This is an optimization exercise on Yosys and OpenROAD, whose aim is small area, a short achievable clock period and few clock cycles, not a production implementation. Only simulation tests tie the RTL to the original design; equivalence was not proved.

File: design/flow/config.mk
export PLATFORM = sky130hd
export DESIGN_NAME = cu_compensate
export DESIGN_NICKNAME = cu_compensate
export VERILOG_FILES = /design/flow/design.v
export SDC_FILE = /design/flow/constraint.sdc
export NUM_CORES = 8
export LEC_CHECK = 0
export CAP_MARGIN = 20
export CORE_MARGIN = 2
export CORE_UTILIZATION = 40
export SLEW_MARGIN = 20
File: design/flow/standard.sh
#!/bin/bash
# synth_recipe.tcl (not shown) runs the flow's synth.tcl, then flattens the netlist and writes it again
# the make line also repeats each setting of config.mk as NAME=value (left out here)
make -C /OpenROAD-flow-scripts/flow DESIGN_CONFIG=/design/flow/config.mk WORK_HOME=/design/flow/orfs CLKGATE_MAP_FILE= SYNTH_SCRIPT=/design/flow/synth_recipe.tcl "${@:-finish}"
File: design/flow/constraint.sdc
create_clock -name core_clock -period 25.0 [get_ports {clk}]
set_input_delay 5.0000 -clock core_clock [delete_from_list [all_inputs] [get_ports {clk}]]
set_output_delay 5.0000 -clock core_clock [all_outputs]
set_load 0.01 [all_outputs]
File: design/flow/design.v
module cu_booth_mul (
    input  wire [23:0] s,
    input  wire [17:0] m,
    input  wire        neg,
    input  wire [44:0] brow,
    output wire [44:0] ps,
    output wire [44:0] pc
);
    wire [19:0] mx = {m[17], m, 1'b0};
    wire [24:0] s1 = {s[23], s};
    wire [24:0] s2 = {s, 1'b0};
    wire [44:0] row [0:10];
    reg  [44:0] nb;
    genvar i;
    generate
        for (i = 0; i < 9; i = i + 1) begin : g_row
            wire b2 = mx[2*i+2], b1 = mx[2*i+1], b0 = mx[2*i];
            wire one = b1 ^ b0;
            wire two = (b2 & ~b1 & ~b0) | (~b2 & b1 & b0);
            wire ng  = b2 ^ neg;
            wire [24:0] sel = one ? s1 : (two ? s2 : 25'd0);
            wire [24:0] r   = sel ^ {25{ng}};
            wire [24:0] u   = {~r[24], r[23:0]};
            assign row[i] = {20'd0, u} << (2*i);
        end
    endgenerate
    integer k;
    always @(*) begin
        nb = 45'd0;
        for (k = 0; k < 9; k = k + 1)
            nb[2*k] = mx[2*k+2] ^ neg;
    end
    assign row[9]  = nb;
    assign row[10] = brow;
    function [89:0] csa;
        input [44:0] a, b, c;
        begin
            csa = {((a & b) | (a & c) | (b & c)) << 1, a ^ b ^ c};
        end
    endfunction
    wire [89:0] l1a = csa(row[0], row[1], row[2]);
    wire [89:0] l1b = csa(row[3], row[4], row[5]);
    wire [89:0] l1c = csa(row[6], row[7], row[8]);
    wire [89:0] l2a = csa(l1a[44:0], l1a[89:45], l1b[44:0]);
    wire [89:0] l2b = csa(l1b[89:45], l1c[44:0], l1c[89:45]);
    wire [89:0] l3a = csa(l2a[44:0], l2a[89:45], l2b[44:0]);
    wire [89:0] l3b = csa(l2b[89:45], row[9], row[10]);
    wire [89:0] l4a = csa(l3a[44:0], l3a[89:45], l3b[44:0]);
    wire [89:0] l5a = csa(l4a[44:0], l4a[89:45], l3b[89:45]);
    assign ps = l5a[44:0];
    assign pc = l5a[89:45];
endmodule
module cu_divstep (
    input  wire [34:0] r,
    input  wire [34:0] d,
    input  wire        f1,
    input  wire        f2,
    output wire        q1,
    output wire        q2,
    output wire        ge4,       
    output wire [34:0] r2
);
    wire [36:0] y  = {r, f1, f2};
    wire [37:0] s1 = {1'b0, y} - {3'b000, d};
    wire [37:0] s2 = {1'b0, y} - {2'b00, d, 1'b0};
    wire [37:0] s3 = {1'b0, y} - {2'b00, d, 1'b0} - {3'b000, d};
    wire ge1 = ~s1[37], ge2 = ~s2[37], ge3 = ~s3[37];
    assign q1 = ge2;
    wire [37:0] s4 = {1'b0, y} - {1'b0, d, 2'b00};
    assign ge4 = ~s4[37];
    assign q2 = ge2 ? ge3 : ge1;
    assign r2 = ge3 ? s3[34:0] : ge2 ? s2[34:0] : ge1 ? s1[34:0] : y[34:0];
endmodule
module cu_compensate (
    input  wire               clk,
    input  wire               rst,
    input  wire               start,
    input  wire        [15:0] cal_t1,      
    input  wire signed [15:0] cal_t2,
    input  wire signed [15:0] cal_t3,
    input  wire        [15:0] cal_p1,      
    input  wire signed [15:0] cal_p2,
    input  wire signed [15:0] cal_p3,
    input  wire signed [15:0] cal_p4,
    input  wire signed [15:0] cal_p5,
    input  wire signed [15:0] cal_p6,
    input  wire signed [15:0] cal_p7,
    input  wire signed [15:0] cal_p8,
    input  wire signed [15:0] cal_p9,
    input  wire        [19:0] adc_t,
    input  wire        [19:0] adc_p,
    output reg                done,
    output wire               err,         
    output wire        [31:0] temp,        
    output wire        [31:0] press_q8,    
    output wire        [24:0] press_pa     
);
    localparam W = 76;
    localparam [5:0] S_IDLE = 6'd0,  S_TA   = 6'd1,  S_TC   = 6'd2,  S_TB   = 6'd3,
                     S_TD   = 6'd4,  S_TDW  = 6'd5,  S_TF   = 6'd6,  S_TE   = 6'd7,
                     S_XS   = 6'd8,  S_XSW  = 6'd9,  S_ZS   = 6'd10, S_Y6   = 6'd11,
                     S_Y6W  = 6'd12, S_NS   = 6'd13, S_NSW  = 6'd14, S_MS   = 6'd15,
                     S_MSW  = 6'd16, S_DIVF = 6'd17, S_DSI  = 6'd18, S_DIVS = 6'd19,
                     S_DSCK = 6'd20, S_PAF  = 6'd21, S_PAFW = 6'd22, S_PAS0 = 6'd23,
                     S_PAS1 = 6'd24, S_PASW = 6'd25, S_PB   = 6'd26, S_PC   = 6'd27,
                     S_PE   = 6'd28, S_PEW  = 6'd29, S_DEGN = 6'd30, S_DNEG = 6'd31,
                     S_ERRX = 6'd32;
    localparam [3:0] C_T1 = 4'd0, C_T2 = 4'd1, C_T3 = 4'd2, C_P1 = 4'd3, C_P2 = 4'd4,
                     C_P3 = 4'd5, C_P4 = 4'd6, C_P5 = 4'd7, C_P6 = 4'd8, C_P7 = 4'd9,
                     C_P8 = 4'd10, C_P9 = 4'd11, C_AP = 4'd12;
    localparam [3:0] M_ZERO = 4'd0, M_CREG = 4'd1, M_CREG2 = 4'd2, M_ACC = 4'd3,
                     M_FIVE = 4'd4, M_SLO = 4'd5, M_VD = 4'd6, M_DD = 4'd7, M_VH = 4'd8;
    localparam [2:0] A_ZERO = 3'd0, A_ACC = 3'd1, A_DROP = 3'd2, A_TV1 = 3'd3, A_C1 = 3'd4,
                     A_N35 = 3'd5;
    localparam [2:0] B_ZERO = 3'd0, B_B3 = 3'd1, B_S20 = 3'd2, B_S17 = 3'd3,
                     B_N14 = 3'd5, B_ND = 3'd6, B_S14 = 3'd7;
    localparam [3:0] K_NONE = 4'd0, K_TD = 4'd2, K_TE = 4'd3, K_XSL = 4'd4,
                     K_ZS0 = 4'd5, K_NS0 = 4'd6, K_NS1 = 4'd7, K_MS0 = 4'd8, K_PE = 4'd9;
    localparam [3:0] WB_NONE = 4'd0, WB_ACC = 4'd2, WB_SA2S = 4'd3, WB_PV1 = 4'd4,
                     WB_TC = 4'd5, WB_V = 4'd6, WB_XL = 4'd7, WB_ZL = 4'd8, WB_NL = 4'd9,
                     WB_ML = 4'd10, WB_D = 4'd11, WB_DCK = 4'd12, WB_ACK = 4'd13, WB_PCL = 4'd14,
                     WB_VW = 4'd15;
    localparam [W-1:0] K0 = -((76'd1 << 24) + (76'd1 << 26) + (76'd1 << 28) + (76'd1 << 30) +
                              (76'd1 << 32) + (76'd1 << 34) + (76'd1 << 36) + (76'd1 << 38) +
                              (76'd1 << 40));
    localparam [W-1:0] KB0 = K0 - (76'd1 << 43);
    localparam [W-1:0] KB1 = KB0 << 17;
    localparam [W-1:0] KB2 = KB0 << 34;
    localparam [W-1:0] KB3 = KB0 << 51;
    reg  [5:0]   state;
    reg  [1:0]   j;           
    reg  [5:0]   cnt;         
    reg          pass2;       
    reg  [23:0]  S;
    reg  [19:0]  CREG;
    reg  [15:0]  BREG;
    reg  [W-1:0] ACC, V;
    reg  [53:0]  D;
    reg  [23:0]  TC;          
    reg          b3, sgnZ, sgnN, errr, errp;
    reg          D_slow;      
    reg          WV;          
    wire sgnQ = sgnN ^ sgnZ;
    wire [3:0] ev;
    assign ev[0] = (V[W-1:17] == {(W-17){V[W-1]}});
    assign ev[1] = (V[W-1:34] == {(W-34){V[W-1]}});
    assign ev[2] = (V[W-1:51] == {(W-51){V[W-1]}});
    assign ev[3] = (V[W-1:68] == {(W-68){V[W-1]}});
    wire [3:0] ed;
    assign ed[0] = (D[53:17] == {37{D[53]}});
    assign ed[1] = (D[53:34] == {20{D[53]}});
    assign ed[2] = (D[53:51] == {3{D[53]}});
    wire [3:0] ew;
    assign ew[0] = (V[W-1:51] == {(W-51){V[W-1]}});
    assign ew[1] = (V[W-1:68] == {(W-68){V[W-1]}});
    assign ew[2] = 1'b1;
    assign ew[3] = 1'b1;
    assign ed[3] = 1'b1;
    reg  [5:0]  state_n;
    reg  [1:0]  j_n;
    reg         pass2_n;
    reg  [1:0]  c_mneg;       
    reg         c_last;
    reg  [1:0]  c_off;
    reg  [2:0]  c_asel;
    reg  [2:0]  c_bsel;
    reg  [3:0]  c_k;
    reg  [3:0]  c_wb;
    wire        dneg_v;
    wire        dbig;         
    wire        q1, q2;
    reg  [5:0]  state_x;
    always @(*) state_n = (state == S_IDLE && start) ? S_TA : state_x;
    always @(*) begin
        state_x = state; j_n = j; pass2_n = pass2;
        case (state)
            S_IDLE: ;
            S_TA:   state_x = S_TC;
            S_TC:   state_x = S_TB;
            S_TB:   state_x = S_TD;
            S_TD:   state_x = S_TDW;
            S_TDW:  state_x = S_TF;
            S_TF:   state_x = S_TE;
            S_TE:   begin state_x = S_XS; j_n = 2'd0; end         
            S_XS:   begin j_n = j + 2'd1; if (c_last) begin j_n = 2'd0; state_x = S_XSW; end end
            S_XSW:  state_x = S_ZS;
            S_ZS:   begin
                j_n = j + 2'd1;
                if (j == 2'd0 && c_mneg[0] != sgnZ) j_n = 2'd0;
                else if (c_last) begin j_n = 2'd0; state_x = S_NS; end
            end
            S_NS:   begin j_n = j + 2'd1; if (c_last) begin j_n = 2'd0; state_x = S_MS; end end
            S_NSW:  state_x = S_MS;
            S_MS:   begin
                j_n = j + 2'd1;
                if (j == 2'd1 && c_mneg[0] != sgnN) j_n = 2'd0;
                else if (c_last) begin j_n = 2'd0; state_x = S_MSW; end
            end
            S_MSW:  state_x = (D == 54'd0) ? S_DEGN : S_DIVF;
            S_DIVF: begin
                j_n = (cnt == 6'd15) ? 2'd1 : 2'd0; pass2_n = 1'b0;
                if (cnt == 6'd0 && dneg_v)  state_x = S_DNEG;
                else if (cnt == 6'd0 && dbig) state_x = S_DSI;
                else if (cnt == 6'd16) begin
                    if (c_last) state_x = S_PC;
                    else begin state_x = S_PB; j_n = 2'd2; end
                end
            end
            S_DSI:  state_x = S_DIVS;
            S_DIVS: if (cnt == 6'd37) state_x = S_DSCK;
            S_DSCK: state_x = (V[W-1:53] != {(W-53){1'b0}}) ? S_ERRX : S_PAS0;
            S_PAF:  begin state_x = S_PAFW; j_n = 2'd0; pass2_n = 1'b0; end
            S_PAFW: state_x = S_PB;
            S_PAS0: state_x = S_PAS1;
            S_PAS1: begin state_x = S_PASW; j_n = 2'd0; pass2_n = 1'b0; end
            S_PASW: state_x = S_PB;
            S_PB: begin
                j_n = j + 2'd1;
                if (c_last) begin
                    j_n = 2'd0;
                    if (D_slow && !pass2) pass2_n = 1'b1;
                    else                  state_x = S_PC;
                end
            end
            S_PC:   begin j_n = j + 2'd1; if (c_last) begin j_n = 2'd0; state_x = S_PE; end end
            S_PE:   state_x = S_PEW;
            S_DNEG: state_x = S_PAF;
            default: state_x = S_IDLE;    
        endcase
    end
    reg  [3:0]  n_msel;
    reg         n_vxor;
    reg  [1:0]  n_mneg;
    reg         n_last;
    reg  [1:0]  n_off;
    reg  [2:0]  n_asel;
    reg  [2:0]  n_bsel;
    reg  [3:0]  n_k;
    reg  [3:0]  n_wb;
    wire        evn = ev[j_n];
    wire [5:0]  state_d = (state == S_DIVF) ? ((cnt == 6'd11) ? S_PAF :
                                               (cnt == 6'd14) ? S_PB :
                                               (cnt == 6'd15) ? S_PB :
                                               (cnt == 6'd16) ? state_x : S_DIVF) : state_x;
    wire        wvn = WV | (state == S_DIVF);
    wire        edn = wvn ? ew[j_n] : ed[j_n];
    always @(*) begin
        n_msel = M_ZERO; n_vxor = 1'b0; n_mneg = 2'd0; n_last = 1'b0;
        n_off = 2'd0; n_asel = A_ZERO; n_bsel = B_ZERO; n_k = K_NONE; n_wb = WB_NONE;
        case (state_d)
            S_TC: begin n_msel = M_SLO; n_wb = WB_SA2S; end
            S_TB: begin n_msel = M_CREG2; n_bsel = B_B3; n_wb = WB_ACC; end
            S_TD: begin n_msel = M_CREG; n_asel = A_TV1; n_k = K_TD; n_wb = WB_PV1; end
            S_TF: begin n_msel = M_CREG; n_bsel = B_S20; n_wb = WB_V; end
            S_XS: begin
                n_msel = M_VD; n_last = (j_n != 2'd0) && evn; n_off = j_n;
                n_asel = (j_n == 2'd0) ? A_ZERO : A_ACC;
                n_k = n_last ? K_XSL : K_NONE;
                n_wb = n_last ? WB_XL : WB_ACC;
            end
            S_XSW: begin n_msel = M_CREG; n_bsel = B_S17; n_wb = WB_V; end        
            S_ZS: begin
                n_msel = M_DD; n_mneg = {1'b0, sgnZ}; n_last = (j_n != 2'd0) && edn; n_off = j_n;
                n_asel = (j_n == 2'd0) ? A_ZERO : A_ACC;
                n_k = (j_n == 2'd0) ? K_ZS0 : K_NONE;
                n_wb = n_last ? WB_ZL : WB_ACC;
            end
            S_MSW: begin n_msel = M_FIVE; n_k = K_TE; n_wb = WB_TC; end          
            S_NS: begin
                n_msel = M_VD; n_mneg = 2'd1; n_last = (j_n != 2'd0) && evn; n_off = j_n;
                n_asel = (j_n == 2'd0) ? A_N35 : A_ACC;
                n_bsel = (j_n == 2'd1) ? B_N14 : B_ZERO;
                n_k = (j_n == 2'd0) ? K_NS0 : (j_n == 2'd1) ? K_NS1 : K_NONE;
                n_wb = n_last ? WB_NL : WB_ACC;
            end
            S_MS: begin
                n_msel = (j_n == 2'd0 && state == S_NS) ? M_ACC : M_VD;
                n_mneg = {1'b0, sgnN}; n_last = (j_n[1] == 1'b1) && evn; n_off = j_n;
                n_asel = (j_n == 2'd0) ? A_ZERO : A_ACC;
                n_bsel = (j_n == 2'd0) ? B_ND : B_ZERO;
                n_k = (j_n == 2'd0) ? K_MS0 : K_NONE;
                n_wb = n_last ? WB_ML : WB_ACC;
            end
            S_PAF:  begin n_msel = M_CREG; n_wb = (state == S_DIVF) ? WB_VW : WB_D; end
            S_PAS0: begin n_msel = M_CREG; n_wb = WB_ACC; end
            S_PAS1: begin n_msel = M_CREG; n_off = 2'd1; n_asel = A_ACC; n_wb = WB_DCK; end
            S_PB: begin
                n_msel = wvn ? M_VH : M_DD;
                if (pass2_n) begin
                    n_off = j_n; n_asel = A_ACC; n_last = edn;
                end else begin
                    n_off = (j_n == 2'd0) ? 2'd0 : j_n - 2'd1;
                    n_asel = (j_n == 2'd0) ? A_ZERO : (j_n == 2'd1) ? A_DROP : A_ACC;
                    n_last = (j_n != 2'd0) && edn;
                end
                n_wb = (n_last && (pass2_n || !D_slow)) ? WB_ACK : WB_ACC;
            end
            S_PC: begin
                n_msel = M_VD; n_vxor = 1'b1;
                n_off = (j_n == 2'd0) ? 2'd0 : j_n - 2'd1;
                n_asel = (j_n == 2'd0) ? A_C1 : (j_n == 2'd1) ? A_DROP : A_ACC;
                n_bsel = (j_n == 2'd1) ? B_S14 : B_ZERO;
                n_last = (j_n != 2'd0) && (WV ? (j_n == 2'd1) : evn);    
                n_wb = n_last ? WB_PCL : WB_ACC;
            end
            S_PE: begin n_asel = A_ACC; n_k = K_PE; n_wb = WB_ACC; end
            default: ;
        endcase
    end
    always @(posedge clk) begin
        c_mneg <= n_mneg; c_last <= n_last;
        c_off <= n_off; c_asel <= n_asel; c_bsel <= n_bsel; c_k <= n_k;
        if (rst) c_wb <= WB_NONE;
        else     c_wb <= n_wb;
    end
    wire last = c_last;
    wire mneg = c_mneg[0];
    reg  [3:0]  jv;           
    reg  [8:0]  mv;           
    reg         vxr;          
    always @(posedge clk) begin
        jv  <= 4'd1 << j_n;
        mv  <= 9'd1 << n_msel;
        vxr <= n_vxor & sgnQ;
    end
    wire [16:0] vdig0 = ({17{jv[0]}} & V[16:0])  | ({17{jv[1]}} & V[33:17])
                      | ({17{jv[2]}} & V[50:34]) | ({17{jv[3]}} & V[67:51]);
    wire        vsgn0 = (jv[0] & V[17]) | (jv[1] & V[34]) | (jv[2] & V[51]) | (jv[3] & V[68]);
    wire [16:0] vdig = vdig0 ^ {17{vxr}};
    wire        vsgn = WV ? vxr : (vsgn0 ^ vxr);     
    wire [16:0] hdig = ({17{jv[0]}} & V[50:34]) | ({17{jv[1]}} & V[67:51])
                     | ({17{jv[2] | jv[3]}} & {{9{V[W-1]}}, V[W-1:68]});
    wire        hsgn = (jv[0] & V[51]) | (jv[1] & V[68]) | ((jv[2] | jv[3]) & V[W-1]);
    wire [16:0] ddig = ({17{jv[0]}} & D[16:0])  | ({17{jv[1]}} & D[33:17])
                     | ({17{jv[2]}} & D[50:34]) | ({17{jv[3]}} & {{14{D[53]}}, D[53:51]});
    wire        dsgn = (jv[0] & D[17]) | (jv[1] & D[34]) | (jv[2] & D[51]) | (jv[3] & D[53]);
    wire [17:0] M = ({18{mv[M_CREG]}}  & CREG[17:0])
                  | ({18{mv[M_CREG2]}} & {CREG[16:0], 1'b0})
                  | ({18{mv[M_FIVE]}}  & 18'd5)
                  | ({18{mv[M_SLO]}}   & S[17:0])
                  | ({18{mv[M_VD]}}    & {last & vsgn, vdig})
                  | ({18{mv[M_DD]}}    & {last & dsgn, ddig})
                  | ({18{mv[M_ACC]}}   & {1'b0, ACC[16:0]})
                  | ({18{mv[M_VH]}}    & {last & hsgn, hdig});
    wire [43:0] cr_s = {{24{CREG[19]}}, CREG};
    wire [43:0] br_s = {{28{BREG[15]}}, BREG};
    wire [43:0] cr_z = {24'd0, CREG};
    reg  [43:0] bb;
    always @(*) begin
        case (c_bsel)
            B_B3:  bb = b3 ? cr_s : 44'd0;
            B_S20: bb = br_s << 20;
            B_S17: bb = br_s << 17;
            B_N14: bb = ~(cr_z << 14);                       
            B_ND:  bb = sgnQ ? ~{2'b00, D[41:0]} : 44'd0;   
            B_S14: bb = cr_s << 14;
            default: bb = 44'd0;
        endcase
    end
    wire [44:0] brow = {1'b0, ~bb[43], bb[42:0]};           
    wire [44:0] Ps, Pc;
    cu_booth_mul u_mul (.s(S), .m(M), .neg(mneg), .brow(brow), .ps(Ps), .pc(Pc));
    reg [44:0] PSR, PCR;
    reg [3:0]  off2;          
    reg [5:0]  asel2;         
    reg [3:0]  wb2;
    reg [3:0]  k2;
    always @(posedge clk) begin
        PSR   <= Ps;
        PCR   <= Pc;
        off2  <= 4'd1 << c_off;
        asel2 <= 6'd1 << c_asel;
        k2    <= c_k;
        if (rst) wb2 <= WB_NONE;
        else     wb2 <= c_wb;
    end
    wire [W-1:0] Psp = ({W{off2[0]}} & {31'd0, PSR})
                     | ({W{off2[1]}} & {14'd0, PSR, 17'd0})
                     | ({W{off2[2]}} & {PSR[41:0], 34'd0})
                     | ({W{off2[3]}} & {PSR[24:0], 51'd0});
    wire [W-1:0] Pcp = ({W{off2[0]}} & {31'd0, PCR})
                     | ({W{off2[1]}} & {14'd0, PCR, 17'd0})
                     | ({W{off2[2]}} & {PCR[41:0], 34'd0})
                     | ({W{off2[3]}} & {PCR[24:0], 51'd0});
    reg  [W-1:0] kc;
    always @(*) begin
        case (k2)
            K_TD:  kc = KB0 - (76'd128000 << 14);
            K_TE:  kc = KB0 + 76'd640128;
            K_XSL: kc = off2[1] ? KB1 + (76'd1 << 55) :                        
                        off2[2] ? KB2 + (76'd1 << 55) : KB3 + (76'd1 << 55);
            K_ZS0: kc = sgnZ ? KB0 + (76'd1 << 33) - 76'd1 : KB0;
            K_NS0: kc = KB0 + 76'd1;
            K_NS1: kc = KB1 + (76'd1 << 51) + (76'd1 << 17);
            K_MS0: kc = sgnQ ? KB0 + 76'd1 : KB0;
            K_PE:  kc = KB0 + (76'd1 << 17);
            default: kc = off2[0] ? KB0 : off2[1] ? KB1 : off2[2] ? KB2 : KB3;
        endcase
    end
    wire [W-1:0] Aterm = ({W{asel2[A_ACC]}}  & ACC)
                       | ({W{asel2[A_DROP]}} & {{17{ACC[W-1]}}, ACC[W-1:17]})
                       | ({W{asel2[A_TV1]}}  & {ACC[W-4:11], 14'd0})
                       | ({W{asel2[A_C1]}}   & {ACC[W-12:8], 19'd0})
                       | ({W{asel2[A_N35]}}  & ~({{(W-16){BREG[15]}}, BREG} << 35));    
    wire [W-1:0] T = Psp + Pcp + Aterm + kc;
    wire Asame41 = (ACC[W-1:41] == {(W-41){ACC[W-1]}});
    wire Asame62 = (ACC[W-1:62] == {(W-62){ACC[W-1]}});
    reg  chk41, chk63;        
    reg         dfast;        
    always @(posedge clk) dfast <= (state_n == S_DIVF);
    wire        f1 = dfast ? V[33] : V[W-1];
    wire        f2 = dfast ? V[32] : V[W-2];
    wire [34:0] r2;
    assign dneg_v = V[W-1];
    wire        ge4;
    cu_divstep u_div (.r(ACC[34:0]), .d(D[34:0]), .f1(f1), .f2(f2), .q1(q1), .q2(q2), .ge4(ge4),
                      .r2(r2));
    assign dbig = ge4 | (ACC[37:35] != 3'd0);
    reg [3:0]  csel;
    reg        cload;
    reg [19:0] cin;
    always @(*) begin
        case (csel)
            C_T1: cin = {4'd0, cal_t1};
            C_T2: cin = {{4{cal_t2[15]}}, cal_t2};
            C_T3: cin = {{4{cal_t3[15]}}, cal_t3};
            C_P1: cin = {4'd0, cal_p1};
            C_P2: cin = {{4{cal_p2[15]}}, cal_p2};
            C_P3: cin = {{4{cal_p3[15]}}, cal_p3};
            C_P4: cin = {{4{cal_p4[15]}}, cal_p4};
            C_P5: cin = {{4{cal_p5[15]}}, cal_p5};
            C_P6: cin = {{4{cal_p6[15]}}, cal_p6};
            C_P7: cin = {{4{cal_p7[15]}}, cal_p7};
            C_P8: cin = {{4{cal_p8[15]}}, cal_p8};
            C_P9: cin = {{4{cal_p9[15]}}, cal_p9};
            default: cin = adc_p;
        endcase
    end
    always @(*) begin
        csel = C_T1; cload = 1'b0;
        case (state)
            S_IDLE: begin csel = C_T1; cload = start; end
            S_TA:   begin csel = C_T2; cload = 1'b1; end
            S_TB:   begin csel = C_T3; cload = 1'b1; end
            S_TD:   begin csel = C_P2; cload = 1'b1; end
            S_TDW:  begin csel = C_P3; cload = 1'b1; end
            S_TF:   begin csel = C_P5; cload = 1'b1; end
            S_TE:   begin csel = C_P6; cload = 1'b1; end
            S_XSW:  begin csel = C_P4; cload = 1'b1; end
            S_NS:   begin csel = (j == 2'd0) ? C_AP : C_P9; cload = (j == 2'd0) | last; end
            S_PAF:  begin csel = C_P8; cload = 1'b1; end
            S_DIVF: begin
                csel = (cnt == 6'd16) ? C_P7 : C_P8;
                cload = (cnt == 6'd12) | (cnt == 6'd16 && last);
            end
            S_PAS1: begin csel = C_P8; cload = 1'b1; end
            S_PB:   begin csel = C_P7; cload = last & (pass2 | ~D_slow); end
            default: ;
        endcase
    end
    wire [W-1:0] Vsx = V ^ {W{sgnQ}};                
    wire [23:0]  ph_lo = {7'd0, Vsx[29:13]};
    wire [23:0]  ph_hi = Vsx[53:30];
    wire [16:0]  a_sub = {1'b0, S[15:0]} - {1'b0, CREG[15:0]};     
    always @(posedge clk) begin
        if (cload) begin
            CREG <= cin;
            BREG <= CREG[15:0];
        end
        state <= rst ? S_IDLE : state_n;
        j     <= j_n;
        pass2 <= pass2_n;
        chk41 <= ~rst & (wb2 == WB_DCK);
        chk63 <= ~rst & (wb2 == WB_ACK);
        if (rst) begin
            done  <= 1'b0;
            sgnZ  <= 1'b0;            
            sgnN  <= 1'b0;
        end else begin
            done <= 1'b0;
            if ((chk41 && !Asame41) || (chk63 && !Asame62)) errp <= 1'b1;
            case (state)
                S_IDLE: if (start) begin
                    S  <= {8'd0, adc_t[19:4]};
                    b3 <= adc_t[3];
                    errp <= 1'b0;
                    WV <= 1'b0;
                end
                S_TA: S <= {{7{a_sub[16]}}, a_sub};
                S_XSW: S <= {8'd0, cal_p1};                      
                S_ZS: if (last) S <= TC;                         
                S_NS: if (last) S <= 24'd3125;
                S_MS: if (last) S <= TC;                         
                S_MSW: cnt <= 6'd0;
                S_DIVF: begin
                    cnt <= cnt + 6'd1;
                    if (cnt == 6'd16 && last)                       
                        S <= {4'd0, ~CREG[15], {3{CREG[15]}}, CREG[15:0]};
                    if (!(cnt == 6'd0 && (dneg_v || dbig))) begin
                        if (cnt != 6'd16) ACC <= {{(W-35){1'b0}}, r2};
                        V[33:0] <= {V[31:0], q1, q2};
                        if (cnt == 6'd0) V[W-1:34] <= {(W-34){1'b0}};
                        if (cnt == 6'd11) begin
                            S <= {3'b000, V[21:1]} ^ {24{sgnQ}};
                            D_slow <= 1'b0;
                            WV <= 1'b1;
                        end
                    end
                end
                S_DSI: begin
                    ACC <= {W{1'b0}};
                    cnt <= 6'd0;
                end
                S_DIVS: begin
                    ACC <= {{(W-35){1'b0}}, r2};
                    V <= {V[W-3:0], q1, q2};
                    cnt <= cnt + 6'd1;
                end
                S_DSCK: begin
                    S <= ph_lo;
                    D_slow <= 1'b1;
                    WV <= 1'b0;
                end
                S_PAS0: S <= ph_hi;
                S_PAS1: S <= ph_lo;
                S_PB: if (last) begin
                    if (D_slow && !pass2) S <= ph_hi;
                    else S <= {4'd0, ~CREG[15], {3{CREG[15]}}, CREG[15:0]};    
                end
                S_PEW: begin
                    errr <= errp | (V[W-1:42] != {(W-42){1'b0}});
                    done <= 1'b1;
                end
                S_DEGN: begin
                    ACC <= {W{1'b0}};
                    V <= {W{1'b0}};
                    errr <= 1'b0;
                    done <= 1'b1;
                end
                S_DNEG: begin
                    V <= {W{1'b1}};                       
                    S <= 24'd0;
                    D_slow <= 1'b0;
                    WV <= 1'b0;
                end
                S_ERRX: begin
                    errr <= 1'b1;
                    done <= 1'b1;
                end
                default: ;
            endcase
            case (wb2)
                WB_ACC:  ACC <= T;
                WB_SA2S: S <= T[35:12];
                WB_PV1: begin
                    S <= T[37:14];
                    TC <= T[37:14];
                end
                WB_TC:   TC <= {6'd0, T[25:8]};
                WB_V:    V <= T;
                WB_XL: begin
                    ACC <= T;
                    D <= T[61:8];                                 
                    sgnZ <= T[W-1];
                end
                WB_ZL: begin
                    ACC <= T;
                    D <= {18'd0, T[68:33]};
                end
                WB_NL: begin
                    ACC <= T;
                    V <= T;
                    sgnN <= T[W-1];
                end
                WB_ML: begin
                    V <= T;
                    ACC <= {{34{T[W-1]}}, T[W-1:34]};
                end
                WB_D:    D <= {{12{T[41]}}, T[41:0]};
                WB_VW:   V[W-1:34] <= T[41:0];
                WB_DCK: begin
                    D <= {{12{T[41]}}, T[41:0]};
                    ACC <= T;
                end
                WB_ACK:  ACC <= T;
                WB_PCL: begin
                    ACC <= T;
                    V <= T;
                end
                default: ;
            endcase
        end
    end
    assign err      = errr;
    assign temp     = {{14{TC[17]}}, TC[17:0]};
    assign press_q8 = V[41:10];
    assign press_pa = ACC[42:18];
endmodule
File: design/flow/flow/run.sh
#!/bin/bash
# Layout flow: the standard flow (standard.sh, standard synthesis unchanged) with two
# changes to how the layout is made: the port buffers are buf_1 cells instead of delay
# buffers, and the timing repair steps aim for 18.5 ns of setup slack at the design's period, and ABC maps for a 6.5 ns clock.
# make's full output goes to flow.log; each ORFS step keeps its own log under orfs/logs.
set -uo pipefail
bash standard.sh BUFFER_PORTS_ARGS="-buffer_cell sky130_fd_sc_hd__buf_1" \
  SETUP_SLACK_MARGIN=18.5 ABC_CLOCK_PERIOD_IN_PS=6500 finish > flow.log 2>&1
==> run notes, run 1 <==
Multi-input gate area=38600 µm²; sequential element share of the synthesized area=0.224; Initial Util=0.402; top cells by area, synth=edfxtp_1, fa_1, ha_1; fillers=13.2k; most common cell after layout, fill and taps aside=nand2_1; antenna violations before repair=19; clock buffer count from CTS=56; DR vias=55.6k; H-Tree Depth=2; starting DRC count in detailed routing=9696; Arr. time, crit path=1.54 ns; commonest non-fill, non-tap cells in the layout=nand2_1, a21oi_1, inv_1; CTS tree=built; Final Cycle Share=0.262; Worst slew margin=0.106; CP required=20.00 ns; asr flop ratio synth=0; dominant cell type by area after synthesis=edfxtp_1; Total Negative Setup Slacks=0 ns; Post-synth EDFFs=301; GR Overflow Total=0; worst hold path type=reg2reg; Register Area=12000 µm²; Clock Pin Slew Worst Setup and Hold Paths=0.07 ns; Slew @ Worst Pin=1.33 ns; Die Height=370 µm; Port Buf Inserts=322; status=complete, no violations; Layout area overhead=12.2%; slowest stage delay, CP=0.62 ns; Syn Inst Count=6208; CP Capture Type=primary output; drt total wl=287000 µm; Syn Area/Cell=8.63 µm²; Tot GR Track Use=0.402; cells along the critical path=buf_1; CP delay by family, top=flip-flops; Initial DRT Pass Iterations=13; Min Hold Slack=0.433 ns; CP bufs+invs=1; dominant synthesized flop cell=edfxtp_1; number of synthesized register bits=449; final net count=7240; Area after DPL=56700 µm²; Worst Skew=0.0816 ns; root buf cell=clkbuf_16; CTS max path bufs=3; Worst setup SP type=flop; # rows=134; syn nets=7109; post-route cell area=60100 µm²; Setup Viol. Count Final=0; Worst Setup Path Type=reg2out; Die W=370 µm; first-pass GRT wire length=394000 µm; vias per std cell=6.81; Max Clock Freq=153 MHz; Clock Sink Count=449; slowest CP cell=edfxtp_1; dpl hpwl=219000 µm; CP Max Fanout=2; largest net degree at the start of global routing=89; die area=137000 µm²; Distinct cells, synth=108; Detail Route Antenna Nets=0; IO Pins=326; core area=133000 µm²; Synth Cell Area=53600 µm²; RSZ-0062 raised after global routing=yes; yosys warns=2; residual DRC count=0; MaxCap Viol Count=0; Avg WL per Cell=35.1 µm; layout cells sized above 1=0.0905; vias in the first global route=51.9k; Clock Latency Late Sink=0.73 ns; gpl congestion=1.06; Fin. Hold Viols=0; Slew Viols, Final=0; minimum clock period=6.54 ns; Synth top area share=0.169
-- repair_timing --
action / 4_1_cts / 5_1_grt
endpoints found under the setup margin: 246 / 186
gates cloned: 1 / 1
endpoints found under the hold margin: 0 / 0
setup buffers: 69 / 21
hold buffers: 0 / 0
gates resized for setup: 45 / 43
pin swaps: 6 / 13
-- layer usage --
metal / up-vias / track usage / wire length [µm]
li1: 23170 / - / -
met1: 27114 / 0.500 / 104000
met2: 4356 / 0.587 / 119000
met3: 972 / 0.118 / 36200
met4: 8 / 0.306 / 26900
met5: - / 0 / 46
-- layout make-up --
type                            instances  share of cell area
Multi-Input combinational cell       4805               0.643
Sequential cell                       449               0.200
Timing Repair Buffer                  612              0.0589
Tap cell                             1768              0.0368
Clock buffer                           82              0.0293
Inverter                              415              0.0261
Clock inverter                         24             0.00571
Antenna cell                           17            0.000708
-- through the flow --
step | std cells | util | setup slack, ns
2_1_floorplan | 6208 | - | 17.94
3_3_place_gp | 7956 | 0.425 | 17.49
3_5_place_dp | 7956 | 0.426 | 17.46
4_1_cts | 8132 | 0.447 | 18.37
5_1_grt | 8157 | 0.451 | 18.41
6_report | 8172 | 0.451 | 18.46
-- synthesized netlist by cell type (all sizes together), types with 53 or more instances --
library cell,count
nand2,581
a21oi,424
inv,413
a22oi,372
clkbuf,368
o21ai,355
xnor2,355
fa,339
ha,327
nor2,310
edfxtp,301
xor2,183
buf,173
dfxtp,148
a222oi,131
nand3,121
a21o,107
a22o,86
a221oi,77
a211oi,67
o221ai,66
nor3,65
nand4,64
o211ai,62
o22ai,55
nand2b,53
-- registers in the layout, summed over array words and instances (netlist names), 4 cells and up --
name / flops
ACC: 76
BREG: 16
CREG: 20
D: 54
PCR: 41
PSR: 44
S: 24
TC: 24
V: 76
asel2: 5
c_k: 4
c_wb: 4
cnt: 6
jv: 4
k2: 4
mv: 8
off2: 4
state: 6
wb2: 4
-- path summary, 6_finish.rpt --
path	from	to	slack, ns	cells past startpoint
worst max-delay path	TC[13]$_DFFE_PP_	temp[13]	18.46	1
worst min-delay path	c_wb[2]$_SDFF_PP0_	wb2[2]$_SDFF_PP0_	0.43	1
worst max register to register	k2[2]$_DFF_P_	ACC[22]$_DFFE_PP_	18.63	19
worst min register to register	c_wb[2]$_SDFF_PP0_	wb2[2]$_SDFF_PP0_	0.43	1
-- cell families after synthesis --
kind of cell / share of synthesized area
buf+inv: 0.0744
flops: 0.224
fa+ha+maj: 0.203
xor+xnor: 0.0880
mux: 0.00593
compound gates: 0.279
simple gates: 0.126
Testbench counts, summed over its fixed seeds: cycles 16,128.
==> inputs of run 2 (changes only) <==
==> design/flow/flow/run.sh (replaced) <==
#!/bin/bash
# Layout flow: the standard flow (standard.sh, standard synthesis unchanged) with two
# changes to how the layout is made: the port buffers are buf_1 cells instead of delay
# buffers, and the timing repair steps aim for 18.5 ns of setup slack at the design's period.
# make's full output goes to flow.log; each ORFS step keeps its own log under orfs/logs.
set -uo pipefail
bash standard.sh BUFFER_PORTS_ARGS="-buffer_cell sky130_fd_sc_hd__buf_1" \
  SETUP_SLACK_MARGIN=18.5 finish > flow.log 2>&1
==> run 2 against run 1 <==
  * Critical path type unchanged
  * Synthesized area is the same
  * Register-to-register slack is essentially flat
  * Synthesized cell count is the same
==> run notes, run 2 <==
Worst Skew=0.0816 ns; minimum clock period=6.54 ns; Worst slew margin=0.106; core area=133000 µm²; Max Clock Freq=153 MHz; CP required=20.00 ns; FF-to-FF setup slack=18.63 ns; Place WS=17.46 ns; Synth top area share=0.169; most common cell after layout, fill and taps aside=nand2_1; Slew Viols, Final=0; top cells by area, synth=edfxtp_1, fa_1, ha_1; yosys warns=2; Clock Sink Count=449; Arr. time, crit path=1.54 ns; Syn Inst Count=6208; Initial Util=0.402; IO Pins=326; number of synthesized register bits=449; Register Area=12000 µm²; dominant cell type by area after synthesis=edfxtp_1; root buf cell=clkbuf_16; dominant cell by count in the synthesized netlist=nand2_1; hold buffers post-CTS=0; Worst setup SP type=flop; Final Cycle Share=0.262; starting DRC count in detailed routing=9696; Worst Setup Path Type=reg2out; MaxCap Viol Count=0; slowest stage delay, CP=0.62 ns; layout cells sized above 1=0.0905; H-Tree Depth=2; CTS tree=built; CP bufs+invs=1; # rows=134; Avg WL per Cell=35.1 µm; Post-synth EDFFs=301; CP Capture Type=primary output; fillers=13.2k; cells along the critical path=buf_1; die area=137000 µm²; vias in the first global route=51.9k; Total Negative Setup Slacks=0 ns; Synth Cell Area=53600 µm²; antenna violations before repair=19; Tot GR Track Use=0.402; largest net degree at the start of global routing=89; Layout area overhead=12.2%; RSZ-0062 raised after global routing=yes; syn nets=7109; Post-synth top cells=nand2_1, a21oi_1, inv_1, a22oi_1, clkbuf_1; dpl hpwl=219000 µm; Die W=370 µm; final net count=7240; Multi-input gate area=38600 µm²; Clock Latency Late Sink=0.73 ns; Initial DRT Pass Iterations=13; CP delay by family, top=flip-flops; dominant synthesized flop cell=edfxtp_1; CTS max path bufs=3; worst hold path type=reg2reg; asr flop ratio synth=0; Top Registers=ACC: 76 flops, V: 76 flops, D: 54 flops; clock buffer count from CTS=56; Clock Pin Slew Worst Setup and Hold Paths=0.07 ns; commonest non-fill, non-tap cells in the layout=nand2_1, a21oi_1, inv_1; drt total wl=287000 µm; DR vias=55.6k; vias per std cell=6.81; Slew @ Worst Pin=1.33 ns; Detail Route Antenna Nets=0; slowest CP cell=edfxtp_1; Setup Viol. Count Final=0; Port Buf Inserts=322; status=complete, no violations; final setup margin=18.46 ns; CP Max Fanout=2; Die Height=370 µm; Fin. Hold Viols=0; gpl congestion=1.06; utilization after layout=0.451; Min Hold Slack=0.433 ns; Syn Area/Cell=8.63 µm²; GR Overflow Total=0; residual DRC count=0; Distinct cells, synth=108; sequential element share of the synthesized area=0.224; first-pass GRT wire length=394000 µm
## run 2: cell counts after synthesis
Identical to the previous run, type by type.
## run 2: cell families (layout without fill, tap and decap cells)
logic type / after synthesis / in the layout / share of synthesized area
AO/OA/AOI/OAI: 2130 / 2131 / 0.279
AND/OR/NAND/NOR: 1438 / 1439 / 0.126
buffers and inverters: 956 / 1133 / 0.0744
adder cells (fa/ha/maj): 666 / 666 / 0.203
XOR/XNOR: 538 / 538 / 0.0880
flip-flops: 449 / 449 / 0.224
multiplexers: 31 / 31 / 0.00593
other: 0 / 17 / 0
## run 2: path summary, 6_finish.rpt
check / cells past startpoint / to / from
max: 1 / temp[13] / TC[13]$_DFFE_PP_
min: 1 / wb2[2]$_SDFF_PP0_ / c_wb[2]$_SDFF_PP0_
min reg2reg: 1 / wb2[2]$_SDFF_PP0_ / c_wb[2]$_SDFF_PP0_
max reg2reg: 19 / ACC[22]$_DFFE_PP_ / k2[2]$_DFF_P_
## run 2: cell type report
cell class | instances | share of cell area
clock buffer | 82 | 0.0293
antenna | 17 | 0.000708
timing repair buffer | 612 | 0.0589
sequential | 449 | 0.200
clock inverter | 24 | 0.00571
inverter | 415 | 0.0261
tap | 1768 | 0.0368
multi-input combinational | 4805 | 0.643
## run 2: repair_timing
item / in CTS / in global routing
resized for setup: 45 / 43
endpoints found under the setup margin: 246 / 186
gates cloned: 1 / 1
setup buffers: 69 / 21
pin swaps: 6 / 13
## run 2: routing by layer
metal  part of all wire  vias up  global-route usage
met1               0.36    27114               0.500
li1                   -    23170                   -
met4              0.094        8               0.306
met2               0.42     4356               0.587
met3               0.13      972               0.118
met5            0.00016        -                   0
## run 2: metrics by stage
step / instance area [µm²] / std cells
6_report: 60100 / 8172
5_1_grt: 60000 / 8157
4_1_cts: 59600 / 8132
3_5_place_dp: 56700 / 7956
3_3_place_gp: 56600 / 7956
2_1_floorplan: 53700 / 6208
==> inputs of run 3 (changes only) <==
--- a/design/flow/design.v
+++ b/design/flow/design.v
@@ -5,2 +5,3 @@
     input  wire [44:0] brow,
+    input  wire [44:0] cn,        
     output wire [44:0] ps,
@@ -32,3 +33,3 @@
     end
-    assign row[9]  = nb;
+    assign row[9]  = nb | cn;
     assign row[10] = brow;
@@ -115,5 +116,6 @@
     localparam [2:0] B_ZERO = 3'd0, B_B3 = 3'd1, B_S20 = 3'd2, B_S17 = 3'd3,
-                     B_N14 = 3'd5, B_ND = 3'd6, B_S14 = 3'd7;
+                     B_ONE = 3'd4, B_N14 = 3'd5, B_ND = 3'd6, B_S14 = 3'd7;
     localparam [3:0] K_NONE = 4'd0, K_TD = 4'd2, K_TE = 4'd3, K_XSL = 4'd4,
-                     K_ZS0 = 4'd5, K_NS0 = 4'd6, K_NS1 = 4'd7, K_MS0 = 4'd8, K_PE = 4'd9;
+                     K_ZS0 = 4'd5, K_NS0 = 4'd6, K_NS1 = 4'd7, K_MS0 = 4'd8, K_PE = 4'd9,
+                     K_XS0 = 4'd10;
     localparam [3:0] WB_NONE = 4'd0, WB_ACC = 4'd2, WB_SA2S = 4'd3, WB_PV1 = 4'd4,
@@ -122,9 +124,6 @@
                      WB_VW = 4'd15;
-    localparam [W-1:0] K0 = -((76'd1 << 24) + (76'd1 << 26) + (76'd1 << 28) + (76'd1 << 30) +
-                              (76'd1 << 32) + (76'd1 << 34) + (76'd1 << 36) + (76'd1 << 38) +
-                              (76'd1 << 40));
-    localparam [W-1:0] KB0 = K0 - (76'd1 << 43);
-    localparam [W-1:0] KB1 = KB0 << 17;
-    localparam [W-1:0] KB2 = KB0 << 34;
-    localparam [W-1:0] KB3 = KB0 << 51;
+    localparam [44:0] K0 = (45'd1 << 24) + (45'd1 << 26) + (45'd1 << 28) + (45'd1 << 30) +
+                           (45'd1 << 32) + (45'd1 << 34) + (45'd1 << 36) + (45'd1 << 38) +
+                           (45'd1 << 40);
+    localparam [44:0] CN0 = (45'd1 << 43) - K0;
     reg  [5:0]   state;
@@ -257,3 +256,3 @@
                 n_asel = (j_n == 2'd0) ? A_ZERO : A_ACC;
-                n_k = n_last ? K_XSL : K_NONE;
+                n_k = (j_n == 2'd0) ? K_XS0 : K_NONE;           
                 n_wb = n_last ? WB_XL : WB_ACC;
@@ -271,3 +270,3 @@
                 n_asel = (j_n == 2'd0) ? A_N35 : A_ACC;
-                n_bsel = (j_n == 2'd1) ? B_N14 : B_ZERO;
+                n_bsel = (j_n == 2'd0) ? B_ONE : (j_n == 2'd1) ? B_N14 : B_ZERO;    
                 n_k = (j_n == 2'd0) ? K_NS0 : (j_n == 2'd1) ? K_NS1 : K_NONE;
@@ -353,2 +352,3 @@
             B_S17: bb = br_s << 17;
+            B_ONE: bb = 44'd1;
             B_N14: bb = ~(cr_z << 14);                       
@@ -360,4 +360,14 @@
     wire [44:0] brow = {1'b0, ~bb[43], bb[42:0]};           
+    reg  [44:0] cn;
+    always @(*) begin
+        case (c_k)
+            K_TD:    cn = CN0 - (45'd128000 << 14);
+            K_NS0:   cn = CN0 + (45'd1 << 17);
+            K_NS1:   cn = CN0 + (45'd1 << 34);                   
+            K_PE:    cn = CN0 + (45'd1 << 17);
+            default: cn = CN0;
+        endcase
+    end
     wire [44:0] Ps, Pc;
-    cu_booth_mul u_mul (.s(S), .m(M), .neg(mneg), .brow(brow), .ps(Ps), .pc(Pc));
+    cu_booth_mul u_mul (.s(S), .m(M), .neg(mneg), .brow(brow), .cn(cn), .ps(Ps), .pc(Pc));
     reg [44:0] PSR, PCR;
@@ -376,6 +386,7 @@
     end
-    wire [W-1:0] Psp = ({W{off2[0]}} & {31'd0, PSR})
-                     | ({W{off2[1]}} & {14'd0, PSR, 17'd0})
-                     | ({W{off2[2]}} & {PSR[41:0], 34'd0})
-                     | ({W{off2[3]}} & {PSR[24:0], 51'd0});
+    wire [44:0] PSRs = {~PSR[44], PSR[43:0]};                  
+    wire [W-1:0] Psp = ({W{off2[0]}} & {{31{~PSR[44]}}, PSRs})
+                     | ({W{off2[1]}} & {{14{~PSR[44]}}, PSRs, 17'd0})
+                     | ({W{off2[2]}} & {PSRs[41:0], 34'd0})
+                     | ({W{off2[3]}} & {PSRs[24:0], 51'd0});
     wire [W-1:0] Pcp = ({W{off2[0]}} & {31'd0, PCR})
@@ -384,15 +395,10 @@
                      | ({W{off2[3]}} & {PCR[24:0], 51'd0});
-    reg  [W-1:0] kc;
+    reg  [W-1:0] ka;
     always @(*) begin
         case (k2)
-            K_TD:  kc = KB0 - (76'd128000 << 14);
-            K_TE:  kc = KB0 + 76'd640128;
-            K_XSL: kc = off2[1] ? KB1 + (76'd1 << 55) :                        
-                        off2[2] ? KB2 + (76'd1 << 55) : KB3 + (76'd1 << 55);
-            K_ZS0: kc = sgnZ ? KB0 + (76'd1 << 33) - 76'd1 : KB0;
-            K_NS0: kc = KB0 + 76'd1;
-            K_NS1: kc = KB1 + (76'd1 << 51) + (76'd1 << 17);
-            K_MS0: kc = sgnQ ? KB0 + 76'd1 : KB0;
-            K_PE:  kc = KB0 + (76'd1 << 17);
-            default: kc = off2[0] ? KB0 : off2[1] ? KB1 : off2[2] ? KB2 : KB3;
+            K_TE:  ka = 76'd640128;
+            K_XS0: ka = 76'd1 << 55;
+            K_ZS0: ka = sgnZ ? (76'd1 << 33) - 76'd1 : 76'd0;
+            K_MS0: ka = {75'd0, sgnQ};
+            default: ka = 76'd0;
         endcase
@@ -403,4 +409,5 @@
                        | ({W{asel2[A_C1]}}   & {ACC[W-12:8], 19'd0})
-                       | ({W{asel2[A_N35]}}  & ~({{(W-16){BREG[15]}}, BREG} << 35));    
-    wire [W-1:0] T = Psp + Pcp + Aterm + kc;
+                       | ({W{asel2[A_N35]}}  & ~({{(W-16){BREG[15]}}, BREG} << 35))     
+                       | ka;
+    wire [W-1:0] T = Psp + Pcp + Aterm;
     wire Asame41 = (ACC[W-1:41] == {(W-41){ACC[W-1]}});
==> design/flow/flow/run.sh (replaced) <==
#!/bin/bash
# Layout flow: the standard flow (standard.sh, standard synthesis script unchanged) with
# three changes to how the layout is made: ABC maps with its area script, the port buffers
# are buf_1 cells instead of delay buffers, and the timing repair steps aim for 18.5 ns of
# setup slack at the design's period.
# make's full output goes to flow.log; each ORFS step keeps its own log under orfs/logs.
set -uo pipefail
bash standard.sh BUFFER_PORTS_ARGS="-buffer_cell sky130_fd_sc_hd__buf_1" \
  SETUP_SLACK_MARGIN=18.5 ABC_AREA=1 finish > flow.log 2>&1
==> run 3 against run 2 <==
  * Critical endpoint is now ACC[32]$_DFFE_PP_
  * Maximum frequency shrank 1.1%
  * Highest routed layer unchanged
  * Worst setup slack worse by 0.073 ns
  * Still clean
==> run notes, run 3 <==
Die Height=377 µm; FF-to-FF setup slack=18.39 ns; root buf cell=clkbuf_16; RSZ-0062 raised after global routing=no; Place WS=17.38 ns; worst r2r src=asel2[3]$_SDFF_PP0_; Synth top area share=0.163; H-Tree Depth=2; antenna violations before repair=53; dominant cell type by area after synthesis=edfxtp_1; yosys warns=2; minimum clock period=6.61 ns; top cells by area, synth=edfxtp_1, fa_1, nand2_1; CP delay by family, top=compound AO/OA/AOI/OAI gates; Post-synth top cells=nand2_1, inv_1, o21ai_0, nor2_1, a21oi_1; slowest CP cell=inv_1; worst hold path type=reg2reg; Die W=377 µm; Register Area=12000 µm²; Syn Area/Cell=7.14 µm²; final net count=8758; Syn Inst Count=7784; GR Overflow Total=0; syn nets=8613; Tot GR Track Use=0.466; final setup margin=18.39 ns; Clock Sink Count=449; drt total wl=342000 µm; Worst slew margin=0.158; dpl hpwl=272000 µm; CP required=25.57 ns; vias per std cell=6.50; Avg WL per Cell=34.9 µm; layout cells sized above 1=0.0717; asr flop ratio synth=0; Clock Pin Slew Worst Setup and Hold Paths=0.07 ns; Max Clock Freq=151 MHz; fillers=14.4k; Setup Viol. Count Final=0; Non-Filler Instances=9805; dominant cell by count in the synthesized netlist=nand2_1; slowest stage delay, CP=0.69 ns; CTS tree=built; commonest non-fill, non-tap cells in the layout=nand2_1, inv_1, o21ai_0; hold buffers post-CTS=0; Worst Setup Path Type=reg2reg; Clock Latency Late Sink=0.77 ns; Final Cycle Share=0.265; Fin. Hold Viols=0; Min Hold Slack=0.390 ns; Worst setup SP type=flop; DR vias=63.8k; CP Max Fanout=41; CP Capture Type=flop; clock buffer count from CTS=58; Top Registers=ACC: 76 flops, V: 76 flops, D: 54 flops; Multi-input gate area=37900 µm²; starting DRC count in detailed routing=10.5k; Initial DRT Pass Iterations=8; cells along the critical path=buf_4, inv_1, o22ai_1, a221oi_1, nand2_1, fa_1, ha_1, nand2_1, o21ai_0, a21oi_1, o21ai_1, a21oi_1, inv_1, or2_2, nand2_2, o21ai_0, inv_1, nand2_1; gpl congestion=1.14; Distinct cells, synth=75; Slew Viols, Final=0; largest net degree at the start of global routing=72; Port Buf Inserts=322; Post-synth EDFFs=301; vias in the first global route=58.7k; hold endpoint=k2[0]$_DFF_P_; Detail Route Antenna Nets=0; die area=142000 µm²; Total Negative Setup Slacks=0 ns; RR Endpoint=ACC[32]$_DFFE_PP_; Arr. time, crit path=7.18 ns; Reg2Reg Depth=18; CTS max path bufs=3; most common cell after layout, fill and taps aside=nand2_1; number of synthesized register bits=449; sequential element share of the synthesized area=0.216; hold_sp=c_k[0]$_SDFF_PN0_; Slew @ Worst Pin=1.26 ns; first-pass GRT wire length=463000 µm; status=complete, no violations; # rows=136; Worst Skew=0.0814 ns; Synth Cell Area=55600 µm²; Initial Util=0.404; MaxCap Viol Count=0; Layout area overhead=10.3%; cell depth of the worst min-delay path=0; core area=138000 µm²; residual DRC count=0; CP bufs+invs=4; IO Pins=326; placed cell count=9589; dominant synthesized flop cell=edfxtp_1
==> run 3: worst max-delay path by stage <==
stage / start / endpoint / slack (ns) / cells after the start
global route: D[6]$_DFFE_PP_ / ACC[6]$_DFFE_PP_ / 18.49 / 26
detailed placement: S[6]$_DFFE_PP_ / PSR[11]$_DFF_P_ / 17.38 / 17
CTS: jv[1]$_SDFF_PN0_ / PSR[11]$_DFF_P_ / 18.50 / 23
floorplan: rst / ACC[0]$_DFFE_PP_ / 18.17 / 2
finish: asel2[3]$_SDFF_PP0_ / ACC[32]$_DFFE_PP_ / 18.39 / 18
global placement: S[6]$_DFFE_PP_ / PSR[19]$_DFF_P_ / 17.42 / 15
==> run 3: metal layers <==
metal	part of all wire	up-vias	track usage
met5	0.0015	-	0.00583
li1	-	26928	-
met3	0.13	1309	0.160
met1	0.36	30412	0.557
met4	0.099	38	0.373
met2	0.41	5080	0.677
==> run 3: through the flow <==
step	util	instance area [µm²]
2_1_floorplan	-	55700
3_3_place_gp	0.422	58100
3_5_place_dp	0.422	58100
4_1_cts	0.441	60700
5_1_grt	0.445	61300
6_report	0.446	61300
==> run 3: cell type report <==
cell class,count,share of cell area
diodes,32,0.00131
inverters,1114,0.0697
clock inverters,40,0.00745
well taps,1794,0.0366
repair inverters,1,0.0000816
flip-flops and latches,449,0.196
repair buffers,520,0.0456
clock buffers,70,0.0259
multi-input cells,5785,0.618
==> run 3: logic make-up after synthesis <==
logic type,count (synthesis),synth area share
AND/OR/NAND/NOR,2728,0.211
buffers and inverters,1550,0.114
flip-flops,449,0.216
adder cells (fa/ha/maj),594,0.171
XOR/XNOR,376,0.0596
AO/OA/AOI/OAI,2087,0.229
==> run 3: timing repair <==
action	in CTS	in global routing
cloned	0	1
endpoints found under the setup margin	197	184
setup buffers	42	29
pin swaps	1	5
gates resized for setup	50	65
==> run 3: worst register-to-register path, delay by kind of cell, from the launching register on <==
family | cells | cell delay (ns)
flops | 1 | 0.30
simple gates | 5 | 1.05
buf+inv | 4 | 1.45
fa+ha+maj | 2 | 0.95
compound gates | 7 | 2.75
Testbench counts of run 3, summed over its fixed seeds: cycles 16,128.
==> inputs of run 4 (changes only) <==
==> design/flow/flow/run.sh (replaced) <==
#!/bin/bash
# Layout flow: the standard flow (standard.sh, standard synthesis unchanged) with three
# changes to how the layout is made: the port buffers are buf_1 cells instead of delay
# buffers, the timing repair steps aim for 18.5 ns of setup slack at the design's period,
# and clock tree synthesis clusters up to 18 flip-flops per leaf buffer.
# make's full output goes to flow.log; each ORFS step keeps its own log under orfs/logs.
set -uo pipefail
bash standard.sh BUFFER_PORTS_ARGS="-buffer_cell sky130_fd_sc_hd__buf_1" \
  SETUP_SLACK_MARGIN=18.5 CTS_CLUSTER_SIZE=18 CTS_CLUSTER_DIAMETER=100 finish > flow.log 2>&1
==> run 4 against run 3 <==
  * Still clean
  * Flip-flop and latch count unchanged
  * Routed wire length decreased by 19%
  * Final area decreased by 6.1%
  * First-iteration DRC count decreased by 16%
  * Largest cell class unchanged
  * Highest routed layer unchanged
==> run notes, run 4 <==
Arr. time, crit path=7.21 ns; Register Area=12000 µm²; clock buffer count from CTS=34; vias per std cell=6.73; gpl congestion=1.06; adder-cell share of the synthesized area=0.181; final net count=7112; hold_sp=c_wb[3]$_SDFF_PP0_; final setup margin=18.19 ns; Post-synth EDFFs=301; Max Clock Freq=147 MHz; drt total wl=276000 µm; Clock Sink Count=449; Syn Area/Cell=8.46 µm²; Top Registers=ACC: 76 flops, V: 76 flops, D: 54 flops; first-pass GRT wire length=383000 µm; asr flop ratio synth=0; Multi-input gate area=37300 µm²; Post-synth top cells=nand2_1, a21oi_1, inv_1, a22oi_1, clkbuf_1; top cells by area, synth=edfxtp_1, fa_1, ha_1; Initial Util=0.404; XOR/XNOR Fraction of Synth Area=0.0893; CP Launch Point=asel2[1]$_SDFF_PP0_; yosys warns=2; Worst slew margin=0.158; GR Overflow Total=0; Slew Viols, Final=0; IO Pins=326; fillers=13.1k; Layout area overhead=9.87%; Detail Route Antenna Nets=0; Worst Skew=0.0584 ns; residual DRC count=0; Distinct cells, synth=106; largest family of logic cells by synthesized area=compound AO/OA/AOI/OAI gates; worst hold path type=reg2reg; DR vias=54.3k; hold buffers post-CTS=0; Worst Setup Path Type=reg2reg; Tot GR Track Use=0.395; Slew @ Worst Pin=1.25 ns; H-Tree Depth=2; Area after DPL=55400 µm²; CP Capture Type=flop; CP required=25.40 ns; largest net degree at the start of global routing=83; antenna violations before repair=21; Setup Viol. Count Final=0; Synth Cell Area=52400 µm²; Place WS=17.65 ns; utilization after layout=0.443; RSZ-0062 raised after global routing=no; commonest non-fill, non-tap cells in the layout=nand2_1, a21oi_1, inv_1; Die Height=366 µm; die area=134000 µm²; vias in the first global route=50.8k; area fraction in compound gates after synthesis=0.287; dpl hpwl=210000 µm; CP Max Fanout=76; Die W=366 µm; dominant synthesized flop cell=edfxtp_1; # rows=132; Synth top area share=0.173; core area=130000 µm²; Total Negative Setup Slacks=0 ns; layout cells sized above 1=0.0802; Final Cycle Share=0.273; Clock Pin Slew Worst Setup and Hold Paths=0.09 ns; sequential element share of the synthesized area=0.229; dominant cell type by area after synthesis=edfxtp_1; CTS tree=built; number of synthesized register bits=449; post-route cell area=57600 µm²; Synth Area in Simple Gates=0.131; dominant cell by count in the synthesized netlist=nand2_1; CTS max path bufs=3; status=complete, no violations; root buf cell=clkbuf_16; most common cell after layout, fill and taps aside=nand2_1; Fin. Hold Viols=0; Port Buf Inserts=322; minimum clock period=6.81 ns; Worst setup SP type=flop; worst r2r src=asel2[1]$_SDFF_PP0_; syn nets=7021; starting DRC count in detailed routing=8821; Syn Inst Count=6192; mux contribution to synthesized area=0.00640; Avg WL per Cell=34.2 µm; Clock Latency Late Sink=0.65 ns; MaxCap Viol Count=0; Initial DRT Pass Iterations=12
## run 4: changes by cell type in the layout (fill, tap and decap cells not counted), sizes merged, moves of 79 or more
cell    change
nand2     -818
a22oi     +378
o22ai     -173
a21o       +79
inv       -659
nand3     -293
o21ai     -360
xnor2     +277
nor2      -287
xor2      -119
a222oi    +106
## run 4: what timing repair did
| item | CTS | global route |
|---|---|---|
| pin swaps | 1 | 6 |
| setup buffers | 41 | 34 |
| gates cloned | 1 | 0 |
| setup endpoints to repair | 210 | 213 |
| gates resized for setup | 19 | 39 |
## run 4: path summary, 6_finish.rpt
path	end	slack, ns	depth (start not counted)
worst max-delay path	ACC[27]$_DFFE_PP_	18.19	15
worst min-delay path	wb2[3]$_SDFF_PP0_	0.46	1
worst max register to register	ACC[27]$_DFFE_PP_	18.19	15
worst min register to register	wb2[3]$_SDFF_PP0_	0.46	1
## run 4: through the flow
stage | hold slack (ns) | cells
after floorplan | 0.336 | 6192
after global placement | 0.423 | 7913
after detailed placement | 0.428 | 7913
after CTS | 0.458 | 8017
after global routing | 0.473 | 8057
final | 0.456 | 8072
## run 4: area by class of cell
type	count	area share
Inverter	424	0.0276
Antenna cell	21	0.000913
Clock buffer	48	0.0159
Timing Repair Buffer	591	0.0581
Multi-Input combinational cell	4783	0.649
Clock inverter	14	0.00215
Sequential cell	449	0.209
Tap cell	1742	0.0379
## run 4: metal layers
layer / part of all wire / global-route usage / wire, µm / vias up
met4: 0.098 / 0.305 / 26900 / 8
met3: 0.12 / 0.124 / 34100 / 1062
met5: 0.00043 / 0.00463 / 119 / -
li1: - / - / - / 22985
met1: 0.35 / 0.460 / 95500 / 26153
met2: 0.43 / 0.605 / 119000 / 4096
## run 4: critical path: stages (launching register included)
cell and delay [ns]:
dfxtp_2 0.32, buf_4 0.35, a222oi_1 0.70, nand2_1 0.31, fa_1 0.55, ha_1 0.46, a21oi_1 0.39, o21ai_0 0.20
nor3_1 0.27, o31ai_1 0.15, o21ai_0 0.47, o21ai_0 0.28, a311oi_2 0.40, xor2_2 0.98, o21ai_0 0.41, a31o_1 0.28
## run 4: logic make-up (layout without fill, tap and decap cells)
kind of cell | after synthesis | count (layout)
buffers and inverters | 961 | 1077
xor gates and xnor gates | 534 | 534
other | 0 | 21
and+or+nand+nor | 1463 | 1463
DFF | 449 | 449
muxes | 33 | 33
AOI/OAI and AO/OA | 2158 | 2159
adders and majority gates | 594 | 594
==> inputs of run 5 (changes only) <==
==> design/flow/flow/run.sh (replaced) <==
#!/bin/bash
# Layout flow: the standard flow (standard.sh, standard synthesis unchanged) with two
# changes to how the layout is made: the port buffers are buf_1 cells instead of delay
# buffers, and the timing repair steps aim for 18.5 ns of setup slack at the design's period.
# make's full output goes to flow.log; each ORFS step keeps its own log under orfs/logs.
set -uo pipefail
bash standard.sh BUFFER_PORTS_ARGS="-buffer_cell sky130_fd_sc_hd__buf_1" \
  SETUP_SLACK_MARGIN=18.5 RECOVER_POWER=30 finish > flow.log 2>&1
==> run 5 against run 4 <==
  * The layout now fails its checks (max-capacitance violations, max-slew violations)
  * Maximum frequency is 31% lower
  * Die area did not move
  * Final cell count increased by 0.72%
  * Critical path depth increased by 3
  * Non-clock buffer count grew 12
  * Worst setup slack got worse by 3.1 ns
  * Clock-buffer cell count is 31 higher
  * Critical endpoint is now PSR[21]$_DFF_P_
  * Highest routed layer unchanged
==> run notes, run 5 <==
status=finished with violations; failed layout checks=max-capacitance violations, max-slew violations; Fin. Hold Viols=0; commonest non-fill, non-tap cells in the layout=nand2_1, a21oi_1, inv_1; Synth Cell Area=52400 µm²; CP Capture Type=flop; DRT met1 WL=95900 µm; CP Max Fanout=37; antenna violations before repair=30; CP delay by family, top=buffers and inverters; Top Registers=ACC: 76 flops, V: 76 flops, D: 54 flops; syn nets=7021; hold buffers post-CTS=0; largest net degree at the start of global routing=83; minimum clock period=9.92 ns; adder-cell share of the synthesized area=0.181; Worst setup SP type=flop; Port Buf Inserts=322; Avg WL per Cell=34.1 µm; Die Height=366 µm; residual DRC count=0; Worst Setup Path Type=reg2reg; Syn Inst Count=6192; number of synthesized register bits=449; Clock Sink Count=449; Clock Latency Late Sink=0.71 ns; Synth Area in Simple Gates=0.131; RSZ-0062 raised after global routing=yes; CTS max path bufs=3; Post-synth EDFFs=301; Distinct cells, synth=106; Max Clock Freq=101 MHz; CP bufs+invs=5; die area=134000 µm²; Arr. time, crit path=10.44 ns; vias per std cell=6.73; largest family of logic cells by synthesized area=compound AO/OA/AOI/OAI gates; met3 wire length=34200 µm; area fraction in compound gates after synthesis=0.287; cells along the critical path=clkbuf_1, or2_0, a222oi_1, o21ai_0, a221o_2, clkbuf_1, nand2_1, o21ai_0, clkbuf_1, a22oi_1, xnor2_1, fa_1, inv_1, fa_1, fa_1, inv_1, fa_1, fa_1; slowest stage delay, CP=1.78 ns; slowest CP cell=clkbuf_1; final net count=7147; MaxCap Viol Count=22; first-pass GRT wire length=385000 µm; Worst Skew=0.0644 ns; layout cells sized above 1=0.0771; Slew Viols, Final=323; Total Negative Setup Slacks=0 ns; IO Pins=326; Setup Viol. Count Final=0; CP required=25.52 ns; Tot GR Track Use=0.397; Die W=366 µm; XOR/XNOR Fraction of Synth Area=0.0893; core area=130000 µm²; # rows=132; Clock Pin Slew Worst Setup and Hold Paths=0.06 ns; starting DRC count in detailed routing=9218; gpl congestion=1.06; CTS tree=built; Layout area overhead=11.2%; dominant cell by count in the synthesized netlist=nand2_1; DR vias=54.7k; drt total wl=277000 µm
run 5: final timing paths:
path	depth (start not counted)	slack (ns)	end	from
setup reg to reg	18	15.08	PSR[21]$_DFF_P_	jv[2]$_SDFF_PP0_
setup / recovery	18	15.08	PSR[21]$_DFF_P_	jv[2]$_SDFF_PP0_
hold / removal	1	0.46	wb2[3]$_SDFF_PP0_	c_wb[3]$_SDFF_PP0_
hold reg to reg	1	0.46	wb2[3]$_SDFF_PP0_	c_wb[3]$_SDFF_PP0_
run 5: cells by family (layout without fill, tap and decap cells):
group                      Yosys count  after routing
DFF                                449            449
other                                0             23
and+or+nand+nor                   1463           1463
adders and majority gates          594            594
AOI/OAI and AO/OA                 2158           2159
buffers and inverters              961           1133
muxes                               33             33
xor gates and xnor gates           534            534
run 5: layout make-up:
cell class	instances	area [µm²]	share of cell area
clock inverters	27	294	0.00505
flip-flops and latches	449	12000	0.206
multi-input cells	4783	37200	0.638
repair buffers	603	3250	0.0557
inverters	424	1600	0.0274
clock buffers	79	1700	0.0291
well taps	1742	2180	0.0374
diodes	23	57.6	0.000988
run 5: per-layer routing:
layer,track usage,vias to the layer above
li1,-,23089
met1,0.457,26287
met2,0.605,4202
met3,0.131,1137
met4,0.315,14
met5,0,-
run 5: worst reg2reg max path, delay by kind of cell, from the launching register on:
kind / cells / cell delay [ns]
compound gates: 5 / 1.08
flops: 1 / 0.30
simple gates: 2 / 1.17
buf+inv: 5 / 4.32
xor+xnor: 1 / 0.23
fa+ha+maj: 5 / 2.63
run 5: per-stage QoR:
stage	worst slack [ns]	cells	area, µm²
after CTS	18.50	8074	58000
after floorplan	16.27	6192	52500
after detailed placement	17.65	7913	55400
after global placement	17.55	7913	55400
after global routing	14.69	8113	58200
final	15.08	8130	58200
run 5: timing repair:
item,CTS,global route
cloned,1,0
pin swaps,1,3
buffers inserted,54,32
gates resized for setup,18,43
endpoints found under the setup margin,222,196

[port drivers added, routing unchanged]
No port has a modelled driver above. Below, the same layouts with a new extraction and two added sets of constraints.
Step 1, drivers: a clkbuf_16 drives clk and a buf_2 each remaining input, both assumed.
Step 2 times the ports against the registers' clock, not the clock port: input delays grow and output delays shrink by t, the midpoint of the rising clock arrivals with the driver on.
a / b / c = ideal ports / drivers / drivers and shift; a / b = the first two.
run	t, ns	setup WS [ns]	worst hold slack (ns)	worst data-port slew with drivers (ns)
run 1	0.764	18.459 / 18.380 / 17.841	0.433 / 0.433 / 0.433	0.20
run 2	0.764	18.459 / 18.380 / 17.841	0.433 / 0.433 / 0.433	0.20
run 3	0.823	18.386 / 18.386 / 17.874	0.390 / 0.390 / 0.390	0.22
run 4	0.706	18.186 / 18.186 / 17.844	0.456 / 0.456 / 0.456	0.18
run 5	0.762	15.082 / 15.082 / 15.082	0.455 / 0.455 / 0.455	0.19
